Context: an optimization exercise on an open-source flow, tuned for small area, a short achievable clock period and few clock cycles per item. The choices shown serve that exercise and are no tape-out recipe. Only simulation tests tie the RTL to the original design; equivalence was not proved.

--- design/flow/config.mk ---
export PLATFORM = sky130hd
export DESIGN_NAME = et312_engine
export DESIGN_NICKNAME = et312_engine
export VERILOG_FILES = /design/flow/design.v
export SDC_FILE = /design/flow/constraint.sdc
export NUM_CORES = 4
export LEC_CHECK = 0
export CAP_MARGIN = 20
export CORE_MARGIN = 2
export CORE_UTILIZATION = 40
export CTS_BUF_LIST = sky130_fd_sc_hd__clkbuf_8
export SETUP_SLACK_MARGIN = 2.9
export SLEW_MARGIN = 20
--- design/flow/constraint.sdc ---
create_clock -name core_clock -period 5.0 [get_ports {clk}]
set_input_delay 1.0000 -clock core_clock [delete_from_list [all_inputs] [get_ports {clk}]]
set_output_delay 1.0000 -clock core_clock [all_outputs]
set_load 0.01 [all_outputs]
--- design/flow/design.v ---
module et312_cipher_step (
  input  wire [2:0] lane_oh,   
  input  wire       decode,    
  input  wire [7:0] x,         
  input  wire [7:0] fbk,       
  output wire [7:0] out,       
  output wire [7:0] fbk_new    
);
  localparam [7:0] K0 = 8'h65, K1 = 8'hED, K2 = 8'h83;
  wire [7:0] m1 = decode ? 8'h62 : ~fbk;
  wire [7:0] a  = x ^ m1;
  wire       c6 = &a[5:0];
  wire [7:0] cv;
  assign cv[0] = 1'b1;
  assign cv[1] = a[0];
  assign cv[2] = &a[1:0];
  assign cv[3] = &a[2:0];
  assign cv[4] = &a[3:0];
  assign cv[5] = &a[4:0];
  assign cv[6] = ~c6;
  assign cv[7] = a[6] | c6;
  wire [7:0] cvl = {8{lane_oh[0]}} & cv;
  wire [7:0] xs  = lane_oh[1] ? {x[3:0], x[7:4]} : x;
  wire [7:0] msk = lane_oh[0] ? (fbk ^ 8'h62) :
                   lane_oh[1] ? (decode ? fbk : {fbk[3:0], fbk[7:4]}) : fbk;
  wire [7:0] kl  = ({8{lane_oh[0]}} & K0) | ({8{lane_oh[1]}} & K1) | ({8{lane_oh[2]}} & K2);
  assign out     = xs ^ msk ^ cvl;
  assign fbk_new = decode ? (x ^ kl) : (xs ^ (msk ^ kl) ^ cvl);
endmodule
module et312_engine (
  input  wire        clk,
  input  wire        rst,          
  input  wire        cmd_valid,
  output wire        cmd_ready,
  input  wire [15:0] cmd_data,
  output reg         resp_valid,
  output wire [15:0] resp_data
);
  localparam [7:0] K0  = 8'h65, K1  = 8'hED, K2  = 8'h83;
  localparam [7:0] IV0 = 8'hB9, IV1 = 8'hFE, IV2 = 8'h8F;
  localparam [2:0] M_IDLE = 3'd0, M_ENC = 3'd1, M_ENCCK = 3'd2,
                   M_DEC  = 3'd3, M_CKSUM = 3'd4;
  localparam [3:0] OP_ILL   = 4'h7,    
                   OP_END   = 4'h5,
                   OP_RDERR = 4'h6, OP_BYTE  = 4'h8, OP_RDOUT = 4'h9,
                   OP_RDCKX = 4'hA, OP_RDCKL = 4'hB, OP_RDCKH = 4'hC,
                   OP_RDPOSL = 4'hD, OP_RDPOSH = 4'hE, OP_RESET = 4'hF;
  assign cmd_ready = 1'b1;
  reg [7:0]  fba, fbb, fbc;
  reg [2:0]  lane_oh;       
  reg [13:0] pos;
  reg [7:0]  xacc;
  reg [7:0]  sacc_l, sacc_h;
  reg        sacc_c;        
  reg [7:0]  dout;
  reg [2:0]  mode;
  reg [2:0]  err;           
  reg        ge_win;        
  reg        ge_img;        
  reg        err_any;       
  reg        at55e;         
  reg        sx_x, sx_l, sx_h;   
  reg [7:0]  data_q;
  wire [3:0] op  = cmd_data[15:12];
  wire [3:0] rsv = cmd_data[11:8];
  wire [7:0] arg = cmd_data[7:0];
  wire illegal = (rsv != 4'h0) || (op == 4'h7) || (op != OP_BYTE && arg != 8'h00);
  reg        v_q;         
  reg        byte_q;      
  reg  [3:0] op_q;        
  reg  [7:0] arg_q;       
  wire       sx_x_n, sx_l_n, sx_h_n;
  wire [7:0] xacc_n;
  always @(posedge clk) begin
    v_q    <= cmd_valid && !rst;
    byte_q <= cmd_valid && !rst && !illegal && op == OP_BYTE;
    op_q   <= illegal ? OP_ILL : op;
    arg_q  <= sx_x_n ? xacc_n : sx_l_n ? sacc_l : sx_h_n ? sacc_h : arg;
  end
  wire c_start = v_q && (op_q[3:2] == 2'b00 && op_q[1:0] != 2'b00 || op_q == 4'h4);
  wire c_end   = v_q && op_q == OP_END;
  wire c_reset = v_q && op_q == OP_RESET;
  wire c_ill   = v_q && op_q == OP_ILL;
  wire m_idle  = (mode == M_IDLE);
  wire m_dec   = mode[1] && mode[0];
  wire m_encck = mode[1] && !mode[0];
  wire m_ciph  = mode[0] || (m_encck && !ge_img);    
  wire m_cksum = mode[2];
  wire [7:0] out, fbk_new;
  et312_cipher_step u_step (
    .lane_oh (lane_oh),
    .decode  (m_dec),
    .x       (arg_q),
    .fbk     (fba),
    .out     (out),
    .fbk_new (fbk_new)
  );
  wire b_cipher = byte_q && m_ciph;
  wire b_ovr    = byte_q && m_encck && ge_img;
  wire b_nopass = byte_q && m_idle;
  wire b_adv    = byte_q && (m_ciph || m_cksum);
  wire b_acc    = byte_q && (m_cksum || m_encck) && !ge_win;
  wire clr = rst || c_start || c_reset;    
  wire pos_max = &pos;
  wire at54 = (pos == 14'd15854);
  wire at71 = (pos == 14'd15871);
  wire [7:0] g0 = sacc_l & arg_q;
  wire [7:0] p0 = sacc_l ^ arg_q;
  wire [7:0] g1, p1, g2, p2, g3;
  genvar i;
  generate
    for (i = 0; i < 8; i = i + 1) begin : pf
      if (i % 2 == 1) begin
        assign g1[i] = g0[i] | (p0[i] & g0[i-1]);
        assign p1[i] = p0[i] & p0[i-1];
      end else begin
        assign g1[i] = g0[i];
        assign p1[i] = p0[i];
      end
      if (i % 4 >= 2) begin
        assign g2[i] = g1[i] | (p1[i] & g1[(i/4)*4+1]);
        assign p2[i] = p1[i] & p1[(i/4)*4+1];
      end else begin
        assign g2[i] = g1[i];
        assign p2[i] = p1[i];
      end
      if (i >= 4) begin
        assign g3[i] = g2[i] | (p2[i] & g2[3]);
      end else begin
        assign g3[i] = g2[i];
      end
    end
  endgenerate
  wire [7:0] sum_l = p0 ^ {g3[6:0], 1'b0};
  wire [7:0] sacc_hr = sacc_h + {7'd0, sacc_c};    
  assign xacc_n = b_acc ? xacc ^ arg_q : xacc;
  assign sx_x_n = !clr && (b_adv ? at55e : sx_x);
  assign sx_l_n = !clr && (b_adv ? sx_x : sx_l);
  assign sx_h_n = !clr && (b_adv ? sx_l : sx_h);
  always @(posedge clk) begin
    if (clr) begin
      fba <= IV0 ^ K0; fbb <= IV1 ^ K1; fbc <= IV2 ^ K2;
      lane_oh <= 3'b001;
      pos    <= 14'd0;
      ge_win <= 1'b0;
      ge_img <= 1'b0;
      at55e  <= 1'b0;
      xacc   <= 8'h00;
      sacc_l <= 8'h00;
      sacc_h <= 8'h00;
      sacc_c <= 1'b0;
      dout   <= 8'h00;
    end else begin
      if (b_cipher) dout <= out;
      if (b_adv) begin
        fba     <= fbb;
        fbb     <= fbc;
        fbc     <= fbk_new;
        lane_oh <= {lane_oh[1:0], lane_oh[2]};
        pos     <= pos + {13'd0, !pos_max};
        if (pos == 14'd15855) ge_win <= 1'b1;
        if (at71)             ge_img <= 1'b1;
        at55e   <= at54 && m_encck;
      end
      if (b_acc) begin
        xacc   <= xacc ^ arg_q;
        sacc_l <= sum_l;
      end
      sacc_c <= b_acc && g3[7];
      sacc_h <= sacc_hr;
    end
    sx_x <= sx_x_n;
    sx_l <= sx_l_n;
    sx_h <= sx_h_n;
    if (rst || c_reset || c_end) mode <= M_IDLE;
    else if (c_start)            mode <= op_q[2:0];
    if (rst || c_reset) begin
      err     <= 3'b000;
      err_any <= 1'b0;
    end else begin
      if (c_ill)    err[0] <= 1'b1;
      if (b_nopass) err[1] <= 1'b1;
      if (b_ovr)    err[2] <= 1'b1;
      if (c_ill || b_nopass || b_ovr) err_any <= 1'b1;
    end
    resp_valid <= v_q && !rst;
    data_q <= ({8{b_cipher}} & out) |
              ({8{v_q && op_q == OP_RDERR}}  & {5'b00000, err}) |
              ({8{v_q && op_q == OP_RDOUT}}  & dout) |
              ({8{v_q && op_q == OP_RDCKX}}  & xacc) |
              ({8{v_q && op_q == OP_RDCKL}}  & sacc_l) |
              ({8{v_q && op_q == OP_RDCKH}}  & sacc_hr) |
              ({8{v_q && op_q == OP_RDPOSL}} & pos[7:0]) |
              ({8{v_q && op_q == OP_RDPOSH}} & {2'b00, pos[13:8]});
  end
  assign resp_data = {err_any, ge_img, ge_win, lane_oh[2], lane_oh[1], mode, data_q};
endmodule
--- design/flow/flow/run.sh ---
#!/bin/bash
# Own layout flow: the standard flow (standard.sh) with two changes.
#  1. Synthesis maps the logic with an area-oriented ABC script (flow/area.abc).
#     Everything else in synthesis is the standard flow's own script (synth_recipe.tcl and
#     ORFS's synth.tcl, of which flow/synth_area.tcl is a copy that differs
#     only in the ABC script), so the registers are the standard synthesis's.
#  2. Ports are buffered with buf_2 cells.
# Each tool's output goes to a log file in this folder (and ORFS's own logs).
set -euo pipefail
W=$PWD
export AREA_ABC_SCRIPT=$W/flow/area.abc
sed "s#source \$::env(SCRIPTS_DIR)/synth.tcl#source $W/flow/synth_area.tcl#" \
  synth_recipe.tcl > $W/synth_area_top.tcl
grep -q "source $W/flow/synth_area.tcl" $W/synth_area_top.tcl
bash standard.sh SYNTH_SCRIPT=$W/synth_area_top.tcl \
  "BUFFER_PORTS_ARGS=-buffer_cell sky130_fd_sc_hd__buf_2" \
  synth > $W/synth.log 2>&1
bash standard.sh SYNTH_SCRIPT=$W/synth_area_top.tcl \
  "BUFFER_PORTS_ARGS=-buffer_cell sky130_fd_sc_hd__buf_2" \
  finish > $W/layout.log 2>&1
test -f $W/out/final.def
--- design/flow/flow/area.abc ---
&get -n
&st
&dch -f
&nf -R 1000
&put
buffer -c
topo
stime -c
upsize -c
dnsize -c
--- design/flow/flow/synth_area.tcl ---
--- design/flow/standard.sh ---
#!/bin/bash
# synth_recipe.tcl (not shown) runs the flow's synth.tcl, then flattens the netlist and writes it again
# the make line also repeats each setting of config.mk as NAME=value (left out here)
make -C /OpenROAD-flow-scripts/flow DESIGN_CONFIG=/design/flow/config.mk WORK_HOME=/design/flow/orfs CLKGATE_MAP_FILE= SYNTH_SCRIPT=/design/flow/synth_recipe.tcl "${@:-finish}"
==> run_results.csv <==
group,metric,value,unit
run_status,run_status,"did not finish",
run_status,haltStage,"synthesis",
run_status,firstError,"ERROR: TCL interpreter returned an error: invalid command name \"setattr\"",
logic_synthesis,yosysWarnings,1,
